This design comes from an exercise in tuning for small area on the open sky130 flow, not from production work. Only simulation tests tie the RTL to the original design; equivalence was not proved. The clock port is modelled as an ideal driver; clocking choices that lean on that would not hold on a real chip. Power and IR drop assume default switching activity.

== juniper ==
## flowmeter_core
module flowmeter_core (
    input  wire       clk,
    input  wire       rst_n,         
    input  wire       pulse_in,
    input  wire       tick_m,
    input  wire       tick_c,
    output wire       dac_clk,
    output wire       dac_data,
    output wire       dac_load,
    output wire [1:0] cstate,
    output wire       seq_fault
);
Size: ~1100 cells after synthesis, about 87 flip-flops, about 11 I/O pins.
export LEC_CHECK = 0
export ABC_AREA = 1
export CAP_MARGIN = 20
export CORE_MARGIN = 2
export CORE_UTILIZATION = 65
export CTS_BUF_LIST = sky130_fd_sc_hd__clkbuf_8
export SLEW_MARGIN = 20
create_clock -name core_clock -period 18.0 [get_ports {clk}]
standard.sh (not shown) runs the stock make flow with config.mk's settings and CLKGATE_MAP_FILE= SYNTH_SCRIPT=/design/flow/synth_recipe.tcl, a recipe that flattens the netlist after the stock synthesis.
==> flow/flow/run.sh <==
#!/bin/bash
set -euo pipefail
export CTS_ARGS="-sink_clustering_enable -repair_clock_nets -buf_list sky130_fd_sc_hd__clkbuf_8 -dont_use_dummy_load"
bash standard.sh > standard.log 2>&1
The final layout from juniper, which completed every stage, passed the timing, design-rule and antenna checks at the end of the flow.
The following lists how raven was set up differently from juniper:
==> flow/run.sh (new file) <==
#!/bin/bash
# synth_recipe.tcl (not shown) runs the flow's synth.tcl, then flattens the netlist and writes it again
# the make line also repeats each setting of config.mk as NAME=value (left out here)
make -C /OpenROAD-flow-scripts/flow DESIGN_CONFIG=/design/flow/config.mk WORK_HOME=/design/flow/orfs CLKGATE_MAP_FILE= SYNTH_SCRIPT=/design/flow/synth_recipe.tcl finish
removed: flow/flow/run.sh
removed: flow/standard.sh
[summary]
Comparing raven with juniper, the met1 capacity usage during global routing came out essentially unchanged. In terms of number of buffers inserted for hold repair after clock tree synthesis, raven and juniper differ only marginally. Comparing raven and juniper, the lower design area is on juniper. raven and juniper ended up with nearly the same achievable frequency. Summary of raven over juniper: post-layout worst setup margin shows a reduction of 0.016 ns, overall power consumption shows an increase of 3.2%.
For maple, these inputs were changed with respect to raven:
# raven
export LEC_CHECK = 0
export ABC_AREA = 1
export CAP_MARGIN = 20
export CORE_MARGIN = 2
export CORE_UTILIZATION = 65
export CTS_BUF_LIST = sky130_fd_sc_hd__clkbuf_8
export SLEW_MARGIN = 20
create_clock -name core_clock -period 18.0 [get_ports {clk}]
# maple
export LEC_CHECK = 0
export ABC_AREA = 1
export CAP_MARGIN = 0
export CORE_MARGIN = 2
export CORE_UTILIZATION = 65
export CTS_BUF_LIST = sky130_fd_sc_hd__clkbuf_8
export SLEW_MARGIN = 0
create_clock -name core_clock -period 18.0 [get_ports {clk}]
## What came out
On design area, maple and raven are neck and neck. In terms of proportion of cell area spent on the clock network, maple and raven differ only marginally. Comparing maple and raven, clock period minus final worst setup slack is higher on raven. Between raven and maple, the area added between synthesis and finish does not differ in any meaningful way. Total of fill cells in the finished design essentially unchanged between maple and raven. Against raven as the reference, maple delivers a higher routed metal-1 wire length.
Relative to maple, the following input files were edited for violet:
# maple
export LEC_CHECK = 0
export ABC_AREA = 1
export CAP_MARGIN = 0
export CORE_MARGIN = 2
export CORE_UTILIZATION = 65
export CTS_BUF_LIST = sky130_fd_sc_hd__clkbuf_8
export SLEW_MARGIN = 0
create_clock -name core_clock -period 18.0 [get_ports {clk}]
# violet
export LEC_CHECK = 0
export ABC_AREA = 1
export CAP_MARGIN = 0
export CORE_MARGIN = 2
export CORE_UTILIZATION = 65
export CTS_BUF_LIST = sky130_fd_sc_hd__clkbuf_8
export GPL_TIMING_DRIVEN = 0
export SLEW_MARGIN = 0
create_clock -name core_clock -period 18.0 [get_ports {clk}]
Notes after the runs:
violet: critical path depth is 15 higher than what maple reported.
violet ended with more switching power of the nets than maple.
Going from maple to violet, via count went up, fraction of power spent switching nets +0.21 points, power per unit of standard cell area went up 0.43%.
Summary of violet over maple: total power draw higher, wire length per cell lower, signed area change from the synthesized netlist to the final layout higher, combinational power higher, global-route wire length before repair higher.

========
== P ==
Another version of the RTL of flowmeter_core (not shown whole).
For scale: ~1600 cells after synthesis, about 110 flip-flops, roughly 11 I/O pins.
// flowmeter_core
module flowmeter_core (
    input  wire       clk,
    input  wire       rst_n,         
    input  wire       pulse_in,
    input  wire       tick_m,
    input  wire       tick_c,
    output wire       dac_clk,
    output wire       dac_data,
    output wire       dac_load,
    output wire [1:0] cstate,
    output wire       seq_fault
);
    localparam [30:0] KNUM = 31'd1105900000;
    function [23:0] seg_s;
        input [3:0] i;
        case (i)
            4'd0: seg_s = 24'd165885;
            4'd1: seg_s = 24'd248827;
            4'd2: seg_s = 24'd414713;
            4'd3: seg_s = 24'd473957;
            4'd4: seg_s = 24'd631943;
            4'd5: seg_s = 24'd473957;
            4'd6: seg_s = 24'd631943;
            4'd7: seg_s = 24'd1;
            4'd8: seg_s = 24'd99531;
            4'd9: seg_s = 24'd33177;
            4'd10: seg_s = 24'd3686333;
            4'd11: seg_s = 24'd3291369;
            4'd12: seg_s = 24'd3949643;
            4'd13: seg_s = 24'd110590;
            4'd14: seg_s = 24'd11059000;
            4'd15: seg_s = 24'd1;
        endcase
    endfunction
    function [7:0] seg_dc;
        input [3:0] i;
        case (i)
            4'd0: seg_dc = 8'd113;
            4'd1: seg_dc = 8'd150;
            4'd2: seg_dc = 8'd220;
            4'd3: seg_dc = 8'd180;
            4'd4: seg_dc = 8'd200;
            4'd5: seg_dc = 8'd150;
            4'd6: seg_dc = 8'd150;
            4'd7: seg_dc = 8'd0;
            4'd8: seg_dc = 8'd16;
            4'd9: seg_dc = 8'd4;
            4'd10: seg_dc = 8'd200;
            4'd11: seg_dc = 8'd50;
            4'd12: seg_dc = 8'd100;
            4'd13: seg_dc = 8'd1;
            4'd14: seg_dc = 8'd13;
            4'd15: seg_dc = 8'd0;
        endcase
    endfunction
    function [23:0] seg_r0;
        input [3:0] i;
        case (i)
            4'd0: seg_r0 = 24'd110590;
  ...
clock: 18.0 ns
lec_check: 0
abc_area: 1
cap_margin: 20
core_margin: 2
core_utilization: 60
slew_margin: 20
run.sh (not shown) runs the stock make flow with config.mk's settings and CLKGATE_MAP_FILE= SYNTH_SCRIPT=/design/flow/synth_recipe.tcl, a recipe that flattens the netlist after the stock synthesis.
Stock flow here: none of the scripts above is used.
Edits applied to the flow inputs when going from P to Q:
Settings: CORE_UTILIZATION now 80, was 60.
- Cell area was lower in the run labelled Q.
- In terms of cell-internal power, P and Q differ only marginally.
- Setup slack was lower in the run labelled P.
- Taking P as 1.0, Q lands at 0.77 on number of well-tap cells placed.
- Area added between synthesis and finish (higher): P

========
Setup of exp/xenon:
flowmeter_core, a different RTL version from the one above (not shown whole).
For scale: ~11 I/O pins.
// flowmeter_core
module flowmeter_core (
    input  wire       clk,
    input  wire       rst_n,         
    input  wire       pulse_in,
    input  wire       tick_m,
    input  wire       tick_c,
    output wire       dac_clk,
    output wire       dac_data,
    output wire       dac_load,
    output wire [1:0] cstate,
    output wire       seq_fault
);
    function [24:0] seg_b;
        input [3:0] i;
        case (i)
            4'd0: seg_b = 25'd24107553;
            4'd1: seg_b = 25'd21334698;
            4'd2: seg_b = 25'd18771456;
            4'd3: seg_b = 25'd18776544;
            4'd4: seg_b = 25'd13441670;
            4'd5: seg_b = 25'd13451872;
            4'd6: seg_b = 25'd11208480;
            4'd7: seg_b = 25'd11200000;
            4'd8: seg_b = 25'd8402104;
            4'd9: seg_b = 25'd5688960;
            4'd10: seg_b = 25'd4267200;
            4'd11: seg_b = 25'd1920640;
            4'd12: seg_b = 25'd537631;
            4'd13: seg_b = 25'd896000;
            4'd14: seg_b = 25'd320512;
            4'd15: seg_b = 25'd41760;
        endcase
    endfunction
    function [11:0] seg_c;
        input [3:0] i;
        case (i)
            4'd0: seg_c = 12'd3944;
            4'd1: seg_c = 12'd3979;
            4'd2: seg_c = 12'd4029;
            4'd3: seg_c = 12'd4029;
            4'd4: seg_c = 12'd99;
            4'd5: seg_c = 12'd99;
            4'd6: seg_c = 12'd199;
            4'd7: seg_c = 12'd200;
            4'd8: seg_c = 12'd449;
            4'd9: seg_c = 12'd988;
            4'd10: seg_c = 12'd1266;
  ...
clock: 18.0 ns
lec_check: 0
abc_area: 1
cap_margin: 20
core_margin: 2
core_utilization: 65
cts_buf_list: sky130_fd_sc_hd__clkbuf_4 sky130_fd_sc_hd__clkbuf_8
slew_margin: 20
No stage failed in exp/xenon, and the final checks on the layout all came back clean.
#### Input delta (exp/harbor over exp/xenon)
diff --git a/flow/config.mk b/flow/config.mk
--- a/flow/config.mk
+++ b/flow/config.mk
@@ -10,4 +10,4 @@
 export CORE_MARGIN = 2
 export CORE_UTILIZATION = 65
-export CTS_BUF_LIST = sky130_fd_sc_hd__clkbuf_4 sky130_fd_sc_hd__clkbuf_8
+export CTS_BUF_LIST = sky130_fd_sc_hd__clkbuf_8
 export SLEW_MARGIN = 20
==> run notes <==
Final setup slack of the worst path across exp/xenon and exp/harbor: no real change. Compared with exp/xenon, in exp/harbor total routed wirelength did not really move, synthesis-to-finish area growth held, total power neither gained nor lost much, clock skew went down, final instance area held steady.

========
flowmeter_core with an RTL version that a note above also has.
For scale: ~940 cells after synthesis, roughly 11 I/O pins, roughly 6500 um^2 of cells after synthesis.
==> flow/config.mk <==
export PLATFORM = sky130hd
export DESIGN_NAME = flowmeter_core
export DESIGN_NICKNAME = flowmeter_core
export VERILOG_FILES = /design/flow/design.v
export SDC_FILE = /design/flow/constraint.sdc
export NUM_CORES = 4
export LEC_CHECK = 0
export ABC_AREA = 1
export CAP_MARGIN = 20
export CORE_MARGIN = 2
export CORE_UTILIZATION = 65
export CTS_BUF_LIST = sky130_fd_sc_hd__clkbuf_8
export SLEW_MARGIN = 20
==> flow/constraint.sdc <==
create_clock -name core_clock -period 18.0 [get_ports {clk}]
set_input_delay 3.6000 -clock core_clock [delete_from_list [all_inputs] [get_ports {clk}]]
set_output_delay 3.6000 -clock core_clock [all_outputs]
set_load 0.01 [all_outputs]
standard.sh (not shown) runs the stock make flow with config.mk's settings and CLKGATE_MAP_FILE= SYNTH_SCRIPT=/design/flow/synth_recipe.tcl, a recipe that flattens the netlist after the stock synthesis.
==> flow/flow/run.sh <==
#!/bin/bash
# Layout flow: the standard flow (standard.sh) with two changes.
#  1. After the standard synthesis, the combinational logic between the
#     registers is re-mapped by ABC for area (flow/reopt.abc); the registers
#     (their names and cells) are kept exactly as the standard synthesis made
#     them, only the gates between them change.
#  2. Clock tree synthesis runs without dummy loads.
# Each tool's output goes to a log file in this folder.
set -euo pipefail
export CTS_ARGS="-sink_clustering_enable -repair_clock_nets -buf_list sky130_fd_sc_hd__clkbuf_8 -dont_use_dummy_load"
bash standard.sh synth > synth.log 2>&1

R=orfs/results/${FLOW_PLATFORM}/flowmeter_core/base
LIB=${FLOW_HOME}/platforms/${FLOW_PLATFORM}/lib/sky130_fd_sc_hd__tt_025C_1v80.lib
YOSYS=${FLOW_HOME}/../tools/install/yosys/bin/yosys
DONT_USE=""
for c in sky130_fd_sc_hd__probe_p_8 sky130_fd_sc_hd__probec_p_8 sky130_fd_sc_hd__lpflow_bleeder_1 sky130_fd_sc_hd__lpflow_clkbufkapwr_1 sky130_fd_sc_hd__lpflow_clkbufkapwr_16 sky130_fd_sc_hd__lpflow_clkbufkapwr_2 sky130_fd_sc_hd__lpflow_clkbufkapwr_4 sky130_fd_sc_hd__lpflow_clkbufkapwr_8 sky130_fd_sc_hd__lpflow_clkinvkapwr_1 sky130_fd_sc_hd__lpflow_clkinvkapwr_16 sky130_fd_sc_hd__lpflow_clkinvkapwr_2 sky130_fd_sc_hd__lpflow_clkinvkapwr_4 sky130_fd_sc_hd__lpflow_clkinvkapwr_8 sky130_fd_sc_hd__lpflow_decapkapwr_12 sky130_fd_sc_hd__lpflow_decapkapwr_3 sky130_fd_sc_hd__lpflow_decapkapwr_4 sky130_fd_sc_hd__lpflow_decapkapwr_6 sky130_fd_sc_hd__lpflow_decapkapwr_8 sky130_fd_sc_hd__lpflow_inputiso0n_1 sky130_fd_sc_hd__lpflow_inputiso0p_1 sky130_fd_sc_hd__lpflow_inputiso1n_1 sky130_fd_sc_hd__lpflow_inputiso1p_1 sky130_fd_sc_hd__lpflow_inputisolatch_1 sky130_fd_sc_hd__lpflow_isobufsrc_1 sky130_fd_sc_hd__lpflow_isobufsrc_16 sky130_fd_sc_hd__lpflow_isobufsrc_2 sky130_fd_sc_hd__lpflow_isobufsrc_4 sky130_fd_sc_hd__lpflow_isobufsrc_8 sky130_fd_sc_hd__lpflow_isobufsrckapwr_16 sky130_fd_sc_hd__lpflow_lsbuf_lh_hl_isowell_tap_1 sky130_fd_sc_hd__lpflow_lsbuf_lh_hl_isowell_tap_2 sky130_fd_sc_hd__lpflow_lsbuf_lh_hl_isowell_tap_4 sky130_fd_sc_hd__lpflow_lsbuf_lh_isowell_4 sky130_fd_sc_hd__lpflow_lsbuf_lh_isowell_tap_1 sky130_fd_sc_hd__lpflow_lsbuf_lh_isowell_tap_2 sky130_fd_sc_hd__lpflow_lsbuf_lh_isowell_tap_4 sky130_fd_sc_hd__fill_1 sky130_fd_sc_hd__fill_2 sky130_fd_sc_hd__fill_4 sky130_fd_sc_hd__fill_8 ; do DONT_USE="$DONT_USE -dont_use $c"; done
cp "$R/1_2_yosys.v" reopt_in.v
cat > reopt.ys <<EOY
read_liberty -overwrite -ignore_miss_func $LIB
read_verilog reopt_in.v
hierarchy -top ${FLOW_TOP}
blackbox sky130_fd_sc_hd__edfxtp_1 sky130_fd_sc_hd__dfxtp_1 sky130_fd_sc_hd__conb_1
flatten
read_liberty -lib -overwrite -ignore_miss_func $LIB
hierarchy -top ${FLOW_TOP}
opt_clean -purge
abc -liberty $LIB $DONT_USE -script $PWD/flow/reopt.abc
opt_clean -purge
setundef -zero
hilomap -singleton -hicell sky130_fd_sc_hd__conb_1 HI -locell sky130_fd_sc_hd__conb_1 LO
insbuf -buf sky130_fd_sc_hd__buf_4 A X
splitnets
opt_clean -purge
rename -enumerate -pattern _r%_ t:* w:*
check -assert -mapped
stat -liberty $LIB
write_verilog -noattr -nohex -nodec reopt_out.v
EOY
"$YOSYS" -s reopt.ys > reopt.log 2>&1
# the registers must be exactly those of the standard synthesis
grep -oE 'sky130_fd_sc_hd__[a-z0-9_]*(df|dl)[a-z0-9_]* +[^ ]+' reopt_in.v | sort > regs_in.txt
grep -oE 'sky130_fd_sc_hd__[a-z0-9_]*(df|dl)[a-z0-9_]* +[^ ]+' reopt_out.v | sort > regs_out.txt
cmp regs_in.txt regs_out.txt
cp reopt_out.v "$R/1_2_yosys.v"
rm -f "$R/1_synth.odb" "$R/1_synth.sdc"
bash standard.sh > standard.log 2>&1
==> flow/flow/reopt.abc <==
strash
dch
map -a
mfs2
strash
dch
map -a
mfs2
strash
dch
map -a
mfs2
strash
dch
map -a
mfs2
strash
dch
map -a
Rerun with:
==> flow/flow/reopt.abc (replaced) <==
strash
dch
map -a
mfs2
strash
dch
map -a
The changed run produced a clean layout. Core utilization went up by 0.33 points. Cell count rises by 1.0%. Power came out higher by 1.4%. Combinational power came out higher by about 1%. Worst setup slack is worse by 1.8 ns. Register-to-register slack got worse by 1.8 ns. Synthesized area is higher by about 1.1%. Clock power came out lower by about 4%.

==> what the ideal ports hide <==
Ports are ideal in the flow. The routed layouts listed here were re-timed in OpenROAD.
Step 1 (the two cells are an assumption about what drives the block):
set clk [get_ports {clk}]
set_driving_cell -lib_cell sky130_fd_sc_hd__clkbuf_16 $clk
set_driving_cell -lib_cell sky130_fd_sc_hd__buf_2 [delete_from_list [all_inputs] $clk]
Step 2 times the ports against the registers' clock, not the clock port: input delays grow and output delays shrink by t, the midpoint of the rising clock arrivals with the driver on.
Slacks: ideal / step 1 / step 2; pairs: ideal / step 1.
| run | t (ns) | slack for setup (ns) | latest minus earliest clock arrival (ns) |
|---|---|---|---|
| juniper | 0.407 | 11.515 / 11.515 / 11.515 | 0.035 / 0.035 |
| raven | 0.417 | 11.498 / 11.498 / 11.498 | 0.014 / 0.014 |
| maple | 0.416 | 11.544 / 11.544 / 11.544 | 0.015 / 0.016 |
| violet | 0.422 | 11.484 / 11.484 / 11.484 | 0.016 / 0.016 |
| P | 0.414 | 11.673 / 11.673 / 11.673 | 0.013 / 0.013 |
| Q | 0.411 | 11.695 / 11.695 / 11.695 | 0.011 / 0.012 |
| exp/xenon | 0.415 | 11.303 / 11.303 / 11.303 | 0.017 / 0.017 |
| exp/harbor | 0.412 | 11.304 / 11.304 / 11.304 | 0.013 / 0.012 |
| the first run of note 4 | 0.398 | 9.830 / 9.830 / 9.830 | 0.031 / 0.032 |
| the second run of note 4 | 0.404 | 8.048 / 8.048 / 8.048 | 0.024 / 0.024 |
After both steps setup and hold are still met in every run listed.
